This is an optimization exercise on Yosys and OpenROAD, whose aim is a short achievable clock period, few clock cycles and low power, not a production implementation.

## red
==> flow/design.v <==
module e20_core (
    input  wire        clk,
    input  wire        rst,          
    output reg         mem_req,
    output reg         mem_we,
    output reg  [12:0] mem_addr,
    output reg  [15:0] mem_wdata,
    input  wire        mem_gnt,
    input  wire        mem_rvalid,
    input  wire [15:0] mem_rdata,
    output reg         halted
);
    localparam [2:0] OP_RRR  = 3'b000, OP_ADDI = 3'b001, OP_J   = 3'b010,
                     OP_JAL  = 3'b011, OP_LW   = 3'b100, OP_SW  = 3'b101,
                     OP_JEQ  = 3'b110, OP_SLTI = 3'b111;
    localparam [3:0] F_ADD = 4'b0000, F_SUB = 4'b0001, F_OR = 4'b0010,
                     F_AND = 4'b0011, F_SLT = 4'b0100, F_JR = 4'b1000;
    function [16:0] kadd;
        input [15:0] a, b;
        input        cin;
        reg   [15:0] g, p, gg, pp, gn, pn;
        integer      k, d;
        begin
            g  = a & b;
            p  = a ^ b;
            gg = {g[15:1], g[0] | (p[0] & cin)};
            pp = p;
            for (d = 1; d < 16; d = d * 2) begin
                gn = gg;
                pn = pp;
                for (k = d; k < 16; k = k + 1) begin
                    gn[k] = gg[k] | (pp[k] & gg[k-d]);
                    pn[k] = pp[k] & pp[k-d];
                end
                gg = gn;
                pp = pn;
            end
            kadd = {gg[15], p ^ {gg[14:0], cin}};
        end
    endfunction
    reg [15:0] regs [1:7];
    reg [12:0] pc;         
    reg [12:0] fa;         
    reg        req_data;   
    reg [15:0] ibuf;       
    reg        ibuf_v;
    reg [2:0]  q_v, q_ld, q_dr;
    reg        smc_q;      
    reg        ld_pend;    
    reg [2:0]  ld_d;       
    wire acc       = mem_req & mem_gnt;
    wire acc_read  = acc & ~mem_we;
    wire acc_fetch = acc & ~req_data;
    wire data_wait = mem_req & req_data & ~mem_gnt;    
    wire resp_ld   = mem_rvalid & q_ld[0];
    wire resp_ins  = mem_rvalid & ~q_ld[0] & ~q_dr[0];    
    wire        ivalid = (ibuf_v | resp_ins) & ~halted & ~smc_q;
    wire [15:0] ir     = ibuf_v ? ibuf : mem_rdata;
    wire [2:0]  op     = ir[15:13];
    wire [2:0]  ra     = ir[12:10];
    wire [2:0]  rb     = ir[9:7];
    wire [2:0]  rd_rrr = ir[6:4];
    wire [3:0]  func   = ir[3:0];
    wire [6:0]  imm7   = ir[6:0];
    wire [12:0] imm13  = ir[12:0];
    wire [15:0] simm   = {{9{imm7[6]}}, imm7};
    wire [15:0] va = (ra == 3'd0) ? 16'd0 : regs[ra];
    wire [15:0] vb = (rb == 3'd0) ? 16'd0 : regs[rb];
    wire [16:0] npc_s = kadd({3'd0, pc}, 16'd1, 1'b0);
    wire [12:0] npc   = npc_s[12:0];
    wire is_rrr  = (op == OP_RRR);
    wire is_lw   = (op == OP_LW);
    wire is_sw   = (op == OP_SW);
    wire is_j    = (op == OP_J);
    wire is_jal  = (op == OP_JAL);
    wire is_jeq  = (op == OP_JEQ);
    wire is_jr   = is_rrr & (func == F_JR);
    wire is_halt = is_j & (imm13 == pc);
    wire        sub   = is_rrr ? (func == F_SUB | func == F_SLT) : (op == OP_SLTI);
    wire [15:0] bop   = (is_rrr ? vb : simm) ^ {16{sub}};
    wire [16:0] sum_s = kadd(va, bop, sub);
    wire [15:0] sum   = sum_s[15:0];
    wire        lt    = ~sum_s[16];
    wire [12:0] ea    = sum[12:0];
    reg        wr;
    reg [2:0]  dst;
    reg [15:0] res;
    always @(*) begin
        wr  = 1'b0;
        dst = rb;
        res = sum;
        case (op)
            OP_RRR: begin
                dst = rd_rrr;
                wr  = (func[3:1] == 3'b000) | (func[3:1] == 3'b001) | (func == F_SLT);
                case (func)
                    F_OR:    res = va | vb;
                    F_AND:   res = va & vb;
                    F_SLT:   res = {15'd0, lt};
                    default: res = sum;
                endcase
            end
            OP_ADDI: wr = 1'b1;
            OP_SLTI: begin wr = 1'b1; res = {15'd0, lt}; end
            OP_JAL:  begin wr = 1'b1; dst = 3'd7; res = {3'd0, npc}; end
            default: ;
        endcase
    end
    wire wr_nz = wr & (dst != 3'd0);
    wire rd_a = ~(is_j | is_jal);
    wire rd_b = is_rrr | is_sw | is_jeq;
    wire ld_hit = ld_pend & ((rd_a & ra == ld_d) | (rd_b & rb == ld_d) |
                             (wr_nz & dst == ld_d));
    wire stall = ld_hit
               | (resp_ld & wr_nz)                          
               | ((is_lw | is_sw) & data_wait)
               | (is_lw & ld_pend & ~resp_ld)
               | (is_halt & data_wait);
    wire exec = ivalid & ~stall;
    wire        eq      = (va == vb);
    wire [16:0] br_s    = kadd({3'd0, npc}, simm, 1'b0);
    wire [12:0] br_tgt  = br_s[12:0];
    wire        tk_jeq  = is_jeq & eq & (imm7 != 7'd0);
    wire        tk_j    = (is_j | is_jal) & (imm13 != npc) & ~is_halt;
    wire        tk_jr   = is_jr;
    reg  [12:0] tgt;
    always @(*) begin
        if (is_jeq)     tgt = br_tgt;
        else if (is_jr) tgt = va[12:0];
        else            tgt = imm13;
    end
    wire taken = exec & (tk_jeq | tk_j | tk_jr);
    wire overflow = ibuf_v & resp_ins & stall & ~halted & ~smc_q;
    wire smc      = exec & is_sw & ((ea == npc) | (ea == npc + 13'd1) | (ea == npc + 13'd2));
    wire refetch  = overflow | smc_q;
    wire redirect = taken | refetch;
    wire [16:0] fa1  = kadd({3'd0, fa}, 16'd1, 1'b0);
    wire [12:0] fa_n = taken ? tgt : refetch ? pc : acc_fetch ? fa1[12:0] : fa;
    wire mem_go  = exec & (is_sw | (is_lw & rb != 3'd0));
    wire halt_go = exec & is_halt;
    wire       pop  = mem_rvalid;
    wire [2:0] s_v  = pop ? {1'b0, q_v[2:1]}  : q_v;
    wire [2:0] s_ld = pop ? {1'b0, q_ld[2:1]} : q_ld;
    wire [2:0] s_dr = (pop ? {1'b0, q_dr[2:1]} : q_dr) | ({3{redirect}} & ~s_ld);
    wire [2:0] slot = ~s_v & {s_v[1:0], 1'b1};        
    wire [2:0] push = {3{acc_read}} & slot;
    wire       can_fetch = ~s_v[1] & ~(s_v[0] & acc_read);
    integer i;
    always @(posedge clk) begin
        if (rst) begin
            mem_req   <= 1'b1;
            mem_we    <= 1'b0;
            mem_addr  <= 13'd0;
            mem_wdata <= 16'd0;
            req_data  <= 1'b0;
            halted    <= 1'b0;
            pc        <= 13'd0;
            fa        <= 13'd0;
            ibuf      <= 16'd0;
            ibuf_v    <= 1'b0;
            q_v <= 3'd0; q_ld <= 3'd0; q_dr <= 3'd0;
            ld_pend   <= 1'b0;
            ld_d      <= 3'd0;
            smc_q     <= 1'b0;
            for (i = 1; i < 8; i = i + 1)
                regs[i] <= 16'd0;
        end else begin
            if (resp_ld & ld_pend) begin
                if (ld_d != 3'd0) regs[ld_d] <= mem_rdata;
            end else if (exec & wr_nz) begin
                regs[dst] <= res;
            end
            if (resp_ld) ld_pend <= 1'b0;
            if (exec & is_lw & rb != 3'd0) begin
                ld_pend <= 1'b1;
                ld_d    <= rb;
            end
            if (exec) pc <= taken ? tgt : npc;
            if (halt_go) halted <= 1'b1;
            smc_q <= smc;
            if (refetch) begin
                ibuf_v <= 1'b0;
            end else if (ibuf_v) begin
                if (exec) begin
                    ibuf_v <= resp_ins & ~redirect;
                    ibuf   <= mem_rdata;
                end
            end else if (resp_ins & ~exec) begin
                ibuf_v <= 1'b1;
                ibuf   <= mem_rdata;
            end
            q_v  <= s_v | push;
            q_ld <= (s_ld & ~push) | (push & {3{req_data}});
            q_dr <= (s_dr & ~push) | (push & {3{redirect & ~req_data}});
            fa <= fa_n;
            if (mem_go) begin
                mem_req   <= 1'b1;
                mem_we    <= is_sw;
                mem_addr  <= ea;
                mem_wdata <= vb;
                req_data  <= 1'b1;
            end else if (data_wait) begin
            end else if (halt_go | halted) begin
                mem_req   <= 1'b0;
                req_data  <= 1'b0;
            end else begin
                mem_req   <= can_fetch;
                mem_we    <= 1'b0;
                mem_addr  <= fa_n;
                req_data  <= 1'b0;
            end
        end
    end
endmodule
make LEC_CHECK=0 ABC_CLOCK_PERIOD_IN_PS=3000 CAP_MARGIN=20 CORE_MARGIN=2 CORE_UTILIZATION=40 PLACE_DENSITY=0.6 SETUP_SLACK_MARGIN=3.0 SLEW_MARGIN=20 finish   # period 8.0 ns
run.sh (not shown) runs the stock make flow with config.mk's settings and CLKGATE_MAP_FILE= SYNTH_SCRIPT=/design/flow/synth_recipe.tcl, a recipe that flattens the netlist after the stock synthesis.
Inputs modified between red and blue:
-- flow/design.v --
<<< red, line 16
    localparam [3:0] F_ADD = 4'b0000, F_SUB = 4'b0001, F_OR = 4'b0010,
                     F_AND = 4'b0011, F_SLT = 4'b0100, F_JR = 4'b1000;
    function [16:0] kadd;
        input [15:0] a, b;
        input        cin;
        reg   [15:0] g, p, gg, pp, gn, pn;
        integer      k, d;
        begin
            g  = a & b;
            p  = a ^ b;
            gg = {g[15:1], g[0] | (p[0] & cin)};
            pp = p;
            for (d = 1; d < 16; d = d * 2) begin
                gn = gg;
                pn = pp;
                for (k = d; k < 16; k = k + 1) begin
                    gn[k] = gg[k] | (pp[k] & gg[k-d]);
                    pn[k] = pp[k] & pp[k-d];
                end
                gg = gn;
                pp = pn;
            end
            kadd = {gg[15], p ^ {gg[14:0], cin}};
        end
    endfunction
    reg [15:0] regs [1:7];
    reg [12:0] pc;         
>>> blue, line 16
    localparam [3:0] F_ADD = 4'b0000, F_SUB = 4'b0001, F_OR = 4'b0010,
                     F_AND = 4'b0011, F_SLT = 4'b0100, F_JR = 4'b1000;
    reg [15:0] regs [1:7];
    reg [12:0] pc;         
<<< red, line 67
    wire [15:0] va = (ra == 3'd0) ? 16'd0 : regs[ra];
    wire [15:0] vb = (rb == 3'd0) ? 16'd0 : regs[rb];
    wire [16:0] npc_s = kadd({3'd0, pc}, 16'd1, 1'b0);
    wire [12:0] npc   = npc_s[12:0];
    wire is_rrr  = (op == OP_RRR);
    wire is_lw   = (op == OP_LW);
>>> blue, line 44
    wire [15:0] va = (ra == 3'd0) ? 16'd0 : regs[ra];
    wire [15:0] vb = (rb == 3'd0) ? 16'd0 : regs[rb];
    wire [12:0] npc   = pc + 13'd1;
    wire is_rrr  = (op == OP_RRR);
    wire is_lw   = (op == OP_LW);
<<< red, line 79
    wire        sub   = is_rrr ? (func == F_SUB | func == F_SLT) : (op == OP_SLTI);
    wire [15:0] bop   = (is_rrr ? vb : simm) ^ {16{sub}};
    wire [16:0] sum_s = kadd(va, bop, sub);
    wire [15:0] sum   = sum_s[15:0];
    wire        lt    = ~sum_s[16];
>>> blue, line 55
    wire        sub   = is_rrr ? (func == F_SUB | func == F_SLT) : (op == OP_SLTI);
    wire [15:0] bop   = (is_rrr ? vb : simm) ^ {16{sub}};
    wire [16:0] sum_s = {1'b0, va} + {1'b0, bop} + {16'd0, sub};
    wire [15:0] sum   = sum_s[15:0];
    wire        lt    = ~sum_s[16];
<<< red, line 119
    wire exec = ivalid & ~stall;
    wire        eq      = (va == vb);
    wire [16:0] br_s    = kadd({3'd0, npc}, simm, 1'b0);
    wire [12:0] br_tgt  = br_s[12:0];
    wire        tk_jeq  = is_jeq & eq & (imm7 != 7'd0);
    wire        tk_j    = (is_j | is_jal) & (imm13 != npc) & ~is_halt;
>>> blue, line 95
    wire exec = ivalid & ~stall;
    wire        eq      = (va == vb);
    wire [12:0] br_tgt  = npc + simm[12:0];
    wire        tk_jeq  = is_jeq & eq & (imm7 != 7'd0);
    wire        tk_j    = (is_j | is_jal) & (imm13 != npc) & ~is_halt;
<<< red, line 135
    wire refetch  = overflow | smc_q;
    wire redirect = taken | refetch;
    wire [16:0] fa1  = kadd({3'd0, fa}, 16'd1, 1'b0);
    wire [12:0] fa_n = taken ? tgt : refetch ? pc : acc_fetch ? fa1[12:0] : fa;
    wire mem_go  = exec & (is_sw | (is_lw & rb != 3'd0));
    wire halt_go = exec & is_halt;
>>> blue, line 110
    wire refetch  = overflow | smc_q;
    wire redirect = taken | refetch;
    wire [12:0] fa1  = fa + 13'd1;
    wire [12:0] fa_n = taken ? tgt : refetch ? pc : acc_fetch ? fa1 : fa;
    wire mem_go  = exec & (is_sw | (is_lw & rb != 3'd0));
    wire halt_go = exec & is_halt;
Findings:
The transition time at the pin with the least slew margin of blue exceeds that of red by 0.028 ns.
red → blue: sequential share of layout area increased 1.5 points, critical path data arrival time decreased 0.21 ns, wire length after detailed routing decreased about 1.2%, overall routing resource usage essentially unchanged, number of fillers in the final layout increased 5.0%.
Measured against each other, red and blue differ in synthesis-to-layout area growth, the higher figure coming from red.
No run of this note included a check of the RTL's function; only the layout flow was run.

==> afterwards: timing with drivers on the ports <==
The results above use ideal ports. As a check the final layouts listed here were re-extracted and re-timed, cells and wires unchanged.
Step 1 sets driving cells, clkbuf_16 on the clock port and buf_2 on the other inputs (assumed; they add their load-dependent delay and slew).
Step 2 adds t to the input delays and takes it off the output delays; t is the mean of the earliest and latest rising clock arrival at the registers after step 1. Input paths then give back, and output paths get back, about the clock's delay inside the block.
Slacks: ideal ports / drivers / drivers and shift; pairs: ideal ports / drivers.
run	t (ns)	slack for setup (ns)	worst setup path after step 2	clock arrival spread, ns
red	0.615	2.493 / 2.519 / 1.904	input to register	0.016 / 0.016
blue	0.622	2.626 / 2.634 / 2.012	input to register	0.024 / 0.024
After both steps every run listed still meets setup and hold. The setup slack of blue, which loses most, moves by +0.008 ns with the drivers and by -0.614 ns with both steps.
